This design comes from an exercise in tuning for small area, a short achievable clock period and few clock cycles per item on the open sky130 flow, not from production work.
Only simulation tests tie the RTL to the original design; equivalence was not proved.

==> v7 <==
==> flow/design.v <==
module mod_inv_unit (
    input  wire        clk,
    input  wire        rst,
    input  wire        in_valid,
    output wire        in_ready,
    input  wire [63:0] in_a,
    input  wire [63:0] in_q,
    output reg         out_valid,
    output wire [63:0] out_r,
    output reg         out_err
);
    reg        busy;
    reg        init;       
    reg [62:0] q_r;
    reg [63:0] u;
    reg [63:0] v;
    reg [63:0] x1;
    reg [63:0] x2;
    reg        uz;         
    reg        vz;         
    reg [1:0]  mk_1;
    reg [1:0]  mk_2;
    reg [1:0]  mk_s;
    reg [1:0]  mk_a;
    reg        sh;         
    reg        sel_v;      
    reg        same;       
    reg        e1;         
    reg        e2;
    assign out_r = x1;
    wire done   = busy && (uz || vz);
    wire step   = busy && !done;
    assign in_ready = !busy || done;
    wire accept = in_valid && in_ready;
    wire load   = !busy || done;
    wire [64:0] ua   = (sh && sel_v) ? {v[63], v} : {u[63], u};
    wire [64:0] ub   = sh ? 65'd0 : ({v[63], v} ^ {65{same}});
    wire [64:0] e    = ua + ub + {64'd0, !sh && same};
    wire j1  = e1;
    wire j2  = !e1 && e2;
    wire j3  = !e1 && !e2;
    wire [63:0] r   = j1 ? e[64:1] : j2 ? {e[64], e[64:2]} : {{2{e[64]}}, e[64:3]};
    wire dneg = e[64] ^ u[63];
    wire ez   = (e[64:1] == 64'd0);
    wire wu   = step && (sh ? !sel_v : !dneg);
    wire wv   = step && (sh ?  sel_v :  dneg);
    wire [63:0] w    = u | v;                        
    wire sp1  = step && !init && !(sh && sel_v);
    wire sp2  = step && !init && sh && sel_v;
    wire sp1i = step && init && !(sh && sel_v);      
    wire sq1  = done && !uz && !init;
    wire sq2  = (done ? uz : (step && !sh)) && !init;
    wire qinv = done ? w[63] : (step && !sh && same);
    wire [63:0] p  = (x1 & {64{sp1}}) | (x2 & {64{sp2}}) | {63'd0, sp1i};
    wire [63:0] qq = ((x1 & {64{sq1}}) | (x2 & {64{sq2}})) ^ {64{qinv}};
    wire [1:0] mk = sh ? (sel_v ? mk_2 : mk_1) : (same ? mk_s : mk_a);
    wire x1l0 = init ? 1'b1 : x1[0];
    wire x2l0 = init ? 1'b0 : x2[0];
    wire t0   = sh ? (sel_v ? x2l0 : x1l0) : (x1l0 ^ x2l0);
    wire psgn = init ? 1'b0 : ((sh && sel_v) ? x2[63] : x1[63]);
    wire k1on = done ? ((uz ? x2[63] : x1[63]) ^ w[63]) : t0;
    wire neg2 = !done && ((j1 && t0 && !psgn) || (j2 && mk[0]) ||
                          (j3 && mk[1] && mk[0]));
    wire pos2 = !done && j3 && !mk[1] && mk[0];
    wire neg4 = !done && j3 && mk[1] && !mk[0];
    wire k2n  = neg2 || neg4;
    wire [1:0] jx = done ? 2'd0 : (j1 ? 2'd1 : j2 ? 2'd2 : 2'd3);
    wire [66:0] k1  = k1on ? {4'd0, q_r} : 67'd0;
    wire [66:0] k2  = (((pos2 || neg2) ? {3'd0, q_r, 1'd0} : 67'd0) |
                       (neg4 ? {2'd0, q_r, 2'd0} : 67'd0)) ^ {67{k2n}};
    wire [66:0] p67 = {{3{p[63]}}, p};
    wire [66:0] q67 = {{3{qq[63]}}, qq};
    wire [66:0] s1 = p67 ^ q67 ^ k1;
    wire [66:0] c1 = {(p67[65:0] & q67[65:0]) | (p67[65:0] & k1[65:0]) |
                      (q67[65:0] & k1[65:0]), qinv};
    wire [66:0] s2 = s1 ^ c1 ^ k2;
    wire [66:0] c2 = {(s1[65:0] & c1[65:0]) | (s1[65:0] & k2[65:0]) |
                      (c1[65:0] & k2[65:0]), k2n};
    wire [66:0] t  = s2 + c2;
    wire [63:0] y  = (jx == 2'd0) ? t[63:0] :
                     (jx == 2'd1) ? t[64:1] :
                     (jx == 2'd2) ? t[65:2] : t[66:3];
    wire [2:0] nx1 = load ? 3'd1 : wu ? y[2:0] : init ? 3'd1 : x1[2:0];
    wire [2:0] nx2 = load ? 3'd0 : wv ? y[2:0] : init ? 3'd0 : x2[2:0];
    wire [2:1] nq  = load ? in_q[2:1] : q_r[2:1];
    function [1:0] mkf(input [2:0] tt, input [2:1] qv);
        reg qa, qb;
        begin
            qa = !qv[1];
            qb = !qv[2];
            mkf[0] = tt[1] ^ (qa & tt[0]);
            mkf[1] = tt[2] ^ (qa & tt[1]) ^ (qb & tt[0]) ^ (qa & tt[1] & tt[0]);
        end
    endfunction
    wire [2:0] nu = load ? in_a[2:0] : wu ? r[2:0] : u[2:0];
    wire [2:0] nv = load ? in_q[2:0] : wv ? r[2:0] : v[2:0];
    wire nsame = load ? (in_a[63] == in_q[63]) : ((wv && !sh) ? 1'b0 : same);
    wire nsh   = !nu[0] || !nv[0];
    wire nselv = nu[0];
    wire [2:1] nvb = nv[2:1] ^ {2{nsame}};
    wire ne1 = nsh ? (nselv ? nv[1] : nu[1]) : !(nu[1] ^ nvb[1]);
    wire ne2 = nsh ? (nselv ? nv[2] : nu[2]) : (nu[2] ^ nvb[2] ^ (nu[1] | nvb[1]));
    wire [2:0] nts = nx1 - nx2;
    wire [2:0] nta = nx1 + nx2;
    always @(posedge clk) begin
        if (rst) begin
            busy      <= 1'b0;
            out_valid <= 1'b0;
        end else begin
            out_valid <= done;
            if (accept)    busy <= 1'b1;
            else if (done) busy <= 1'b0;
        end
        if (done) out_err <= !((w == 64'd1) || (w == {64{1'b1}}));
        if (load) begin
            init <= 1'b1;
            q_r  <= in_q[62:0];
            u    <= in_a;
            v    <= in_q;
            uz   <= (in_a == 64'd0);
            vz   <= (in_q == 64'd0);
        end else begin
            if (step) init <= 1'b0;
            if (wu) begin u <= r; uz <= ez; end
            if (wv) begin v <= r; vz <= ez; end
        end
        if (done || wu)         x1 <= y;
        else if (step && init)  x1 <= 64'd1;
        if (wv)                 x2 <= y;
        else if (step && init)  x2 <= 64'd0;
        sh    <= nsh;
        sel_v <= nselv;
        same  <= nsame;
        e1    <= ne1;
        e2    <= ne2;
        mk_1 <= mkf(nx1, nq);
        mk_2 <= mkf(nx2, nq);
        mk_s <= mkf(nts, nq);
        mk_a <= mkf(nta, nq);
    end
endmodule
==> flow/run.sh <==
#!/bin/bash
# synth_recipe.tcl (not shown) runs the flow's synth.tcl, then flattens the netlist and writes it again
# the make line also repeats each setting of config.mk as NAME=value (left out here)
make -C /OpenROAD-flow-scripts/flow DESIGN_CONFIG=/design/flow/config.mk WORK_HOME=/design/flow/orfs CLKGATE_MAP_FILE= SYNTH_SCRIPT=/design/flow/synth_recipe.tcl finish
==> flow/config.mk <==
export PLATFORM = sky130hd
export DESIGN_NAME = mod_inv_unit
export DESIGN_NICKNAME = mod_inv_unit
export VERILOG_FILES = /design/flow/design.v
export SDC_FILE = /design/flow/constraint.sdc
export NUM_CORES = 4
export LEC_CHECK = 0
export CAP_MARGIN = 20
export CORE_MARGIN = 2
export CORE_UTILIZATION = 65
export PLACE_DENSITY = 0.75
export SETUP_SLACK_MARGIN = 4
export SLEW_MARGIN = 20
==> flow/constraint.sdc <==
create_clock -name core_clock -period 10.0 [get_ports {clk}]
set_input_delay 2.0000 -clock core_clock [delete_from_list [all_inputs] [get_ports {clk}]]
set_output_delay 2.0000 -clock core_clock [all_outputs]
set_load 0.01 [all_outputs]
==> inputs of v6, as changes to v7 <==
==> flow/design.v, changed modules only <==
module mod_inv_unit (
    input  wire        clk,
    input  wire        rst,
    input  wire        in_valid,
    output wire        in_ready,
    input  wire [63:0] in_a,
    input  wire [63:0] in_q,
    output reg         out_valid,
    output wire [63:0] out_r,
    output reg         out_err
);
    reg        busy;
    reg        x1c;        
    reg        x2c;        
    reg [62:0] q_r;
    reg [63:0] u;
    reg [63:0] v;
    reg [63:0] x1;
    reg [63:0] x2;
    reg        uz;         
    reg        vz;         
    reg        u1;         
    reg        v1;         
    reg [1:0]  mk_1;
    reg [1:0]  mk_2;
    reg [1:0]  mk_s;
    reg [1:0]  mk_a;
    reg        sh;         
    reg        sel_v;      
    reg        same;       
    reg        e1;         
    reg        e2;
    reg        sp1, sp2, sp1i, sq1, sq1i, sq2, qinv;
    reg        dn;         
    reg        t0;         
    reg        psgn;       
    reg        k1on;       
    reg        jx0, jx1, jx2, jx3;
    assign out_r = x1;
    wire done   = busy && (uz || vz || u1 || v1);
    wire step   = busy && !done;
    assign in_ready = !busy || done;
    wire accept = in_valid && in_ready;
    wire load   = !busy || done;
    wire [64:0] ua   = (sh && sel_v) ? {v[63], v} : {u[63], u};
    wire [64:0] ub   = sh ? 65'd0 : ({v[63], v} ^ {65{same}});
    wire [64:0] e    = ua + ub + {64'd0, !sh && same};
    wire j1  = e1;
    wire j2  = !e1 && e2;
    wire j3  = !e1 && !e2;
    wire [63:0] r   = j1 ? e[64:1] : j2 ? {e[64], e[64:2]} : {{2{e[64]}}, e[64:3]};
    wire dneg = e[64] ^ u[63];
    wire ez   = (e[64:1] == 64'd0);
    wire wu   = step && (sh ? !sel_v : !dneg);
    wire wv   = step && (sh ?  sel_v :  dneg);
    wire [63:0] p  = (x1 & {64{sp1}}) | (x2 & {64{sp2}}) | {63'd0, sp1i};
    wire [63:0] qq = ((x1 & {64{sq1}}) | (x2 & {64{sq2}}) | {63'd0, sq1i}) ^ {64{qinv}};
    wire [1:0] mk = sh ? (sel_v ? mk_2 : mk_1) : (same ? mk_s : mk_a);
    wire neg2 = !dn && ((j1 && t0 && !psgn) || (j2 && mk[0]) ||
                        (j3 && mk[1] && mk[0]));
    wire pos2 = !dn && j3 && !mk[1] && mk[0];
    wire neg4 = !dn && j3 && mk[1] && !mk[0];
    wire k2n  = neg2 || neg4;
    wire [66:0] k1  = k1on ? {4'd0, q_r} : 67'd0;
    wire [66:0] k2  = (((pos2 || neg2) ? {3'd0, q_r, 1'd0} : 67'd0) |
                       (neg4 ? {2'd0, q_r, 2'd0} : 67'd0)) ^ {67{k2n}};
    wire [66:0] p67 = {{3{p[63]}}, p};
    wire [66:0] q67 = {{3{qq[63]}}, qq};
    wire [66:0] s1 = p67 ^ q67 ^ k1;
    wire [66:0] c1 = {(p67[65:0] & q67[65:0]) | (p67[65:0] & k1[65:0]) |
                      (q67[65:0] & k1[65:0]), qinv};
    wire [66:0] s2 = s1 ^ c1 ^ k2;
    wire [66:0] c2 = {(s1[65:0] & c1[65:0]) | (s1[65:0] & k2[65:0]) |
                      (c1[65:0] & k2[65:0]), k2n};
    wire [66:0] t  = s2 + c2;
    wire [63:0] y  = ({64{jx0}} & t[63:0]) | ({64{jx1}} & t[64:1]) |
                     ({64{jx2}} & t[65:2]) | ({64{jx3}} & t[66:3]);
    wire [2:0] nx1 = load ? 3'd1 : wu ? y[2:0] : x1c ? 3'd1 : x1[2:0];
    wire [2:0] nx2 = load ? 3'd0 : wv ? y[2:0] : x2c ? 3'd0 : x2[2:0];
    wire [2:1] nq  = load ? in_q[2:1] : q_r[2:1];
    function [1:0] mkf(input [2:0] tt, input [2:1] qv);
        reg qa, qb;
        begin
            qa = !qv[1];
            qb = !qv[2];
            mkf[0] = tt[1] ^ (qa & tt[0]);
            mkf[1] = tt[2] ^ (qa & tt[1]) ^ (qb & tt[0]) ^ (qa & tt[1] & tt[0]);
        end
    endfunction
    wire [2:0] nu = load ? in_a[2:0] : wu ? r[2:0] : u[2:0];
    wire [2:0] nv = load ? in_q[2:0] : wv ? r[2:0] : v[2:0];
    wire nsame = load ? (in_a[63] == in_q[63]) : ((wv && !sh) ? 1'b0 : same);
    wire nsh   = !nu[0] || !nv[0];
    wire nselv = nu[0];
    wire [2:1] nvb = nv[2:1] ^ {2{nsame}};
    wire ne1 = nsh ? (nselv ? nv[1] : nu[1]) : !(nu[1] ^ nvb[1]);
    wire ne2 = nsh ? (nselv ? nv[2] : nu[2]) : (nu[2] ^ nvb[2] ^ (nu[1] | nvb[1]));
    wire [2:0] nts = nx1 - nx2;
    wire nbusy = !rst && (accept || (busy && !done));
    wire nx1c  = load || (x1c && !wu);
    wire nx2c  = load || (x2c && !wv);
    wire nuz   = load ? 1'b0 : wu ? ez : uz;
    wire nvz   = load ? 1'b0 : wv ? ez : vz;
    wire nu1   = !load && (u == 64'd1 || u == {64{1'b1}}) && !nuz;
    wire nv1   = !load && (v == 64'd1 || v == {64{1'b1}}) && !nvz;
    wire ndone = nbusy && (nuz || nvz || nu1 || nv1);
    wire nstep = nbusy && !(nuz || nvz || nu1 || nv1);
    wire ntu   = nu1 || nvz;
    wire nt0   = nsh ? (nselv ? nx2[0] : nx1[0]) : (nx1[0] ^ nx2[0]);
    wire nx1s  = !(load || x1c) && x1[63];
    wire nx2s  = !(load || x2c) && x2[63];
    wire nus   = load ? in_a[63] : u[63];
    wire nvs   = load ? in_q[63] : v[63];
    wire nkd   = ntu ? (nx1s ^ nus) : (nx2s ^ nvs);
    wire nw63  = ntu ? nus : nvs;
    wire [2:0] nta = nx1 + nx2;
    always @(posedge clk) begin
        if (rst) begin
            busy      <= 1'b0;
            out_valid <= 1'b0;
        end else begin
            out_valid <= done;
            if (accept)    busy <= 1'b1;
            else if (done) busy <= 1'b0;
        end
        if (done) out_err <= !(u1 || v1);
        if (load) begin
            q_r  <= in_q[62:0];
            u    <= in_a;
            v    <= in_q;
            uz   <= 1'b0;
            vz   <= 1'b0;
            u1   <= 1'b0;
            v1   <= 1'b0;
        end else begin
            if (wu) begin u <= r; uz <= ez; end
            if (wv) begin v <= r; vz <= ez; end
            u1 <= nu1;
            v1 <= nv1;
        end
        if (done || wu) x1 <= y;
        if (wv)         x2 <= y;
        x1c <= nx1c;
        x2c <= nx2c;
        sp1   <= nstep && !nx1c && !(nsh && nselv);
        sp2   <= nstep && !nx2c && nsh && nselv;
        sp1i  <= nstep && nx1c && !(nsh && nselv);
        sq1   <= ndone && ntu && !nx1c;
        sq1i  <= ndone && ntu && nx1c;
        sq2   <= (ndone ? !ntu : (nstep && !nsh)) && !nx2c;
        qinv  <= ndone ? nw63 : (nstep && !nsh && nsame);
        dn    <= ndone;
        t0    <= nt0;
        k1on  <= ndone ? nkd : nt0;
        psgn  <= wu ? (nx2s ^ nsame) : nx1s;
        jx0   <= ndone;
        jx1   <= !ndone && ne1;
        jx2   <= !ndone && !ne1 && ne2;
        jx3   <= !ndone && !ne1 && !ne2;
        sh    <= nsh;
        sel_v <= nselv;
        same  <= nsame;
        e1    <= ne1;
        e2    <= ne2;
        mk_1 <= mkf(nx1, nq);
        mk_2 <= mkf(nx2, nq);
        mk_s <= mkf(nts, nq);
        mk_a <= mkf(nta, nq);
    end
endmodule
- CAP_MARGIN: 20 -> 10
- CORE_UTILIZATION: 65 -> 50
- PLACE_DENSITY: 0.75 -> 0.65
- SLEW_MARGIN: 20 -> 10
==> run notes <==
	v6	v7
Standard cell area after detailed placement	34,600 um^2	35,400 um^2
Post-CTS Resized	89	192
Effective utilization at floorplan	0.508	0.659
Setup bufs post-CTS	35	73
DIE HEIGHT	257 um	230 um
Fraction of post-synthesis cell area in the top cell type by area	0.300	0.292
Xor-xnor portion of the synthesized cell area	0.0802	0.0826
Final GP Congestion	1.05	1.08
Result of the run	complete, no violations	aborted with a tool error
Stage where the flow stopped	-	5_1_grt
Adder-cell area share of the yosys netlist	0.134	0.129
Dpl cells	4,421	4,454
Worst slack at placement	2.15 ns	2.31 ns
#FFs+latches synth	355	338
Post-synthesis sequential area ratio	0.321	0.302
Testbench counts of v7, summed over its fixed seeds: cycles 68,253, items 1,600.
Testbench counts of v6, summed over its fixed seeds: cycles 65,895, items 1,600.

separate check: timing with driven ports:
Ports are ideal in the flow. The routed layout listed here was re-timed in OpenROAD.
Step 1 assumes that a clkbuf_16 drives the clock port and a buf_2 every other input.
Step 2 moves the port delays by t, midway between the first and last clock arrival at a register: inputs arrive t later, outputs are due t later. That takes back most of the time a late clock gives input paths.
Three values: ideal ports, drivers, drivers and shift; two values: the first two.
run: v6
t, ns: 0.629
slack for setup (ns): 4.065 / 4.065 / 4.065
pins driven straight from the clock port: 1
After both steps setup and hold are still met in v6. For v6, drivers alone change the setup slack by 0.000 ns; drivers and shift together by 0.000 ns.
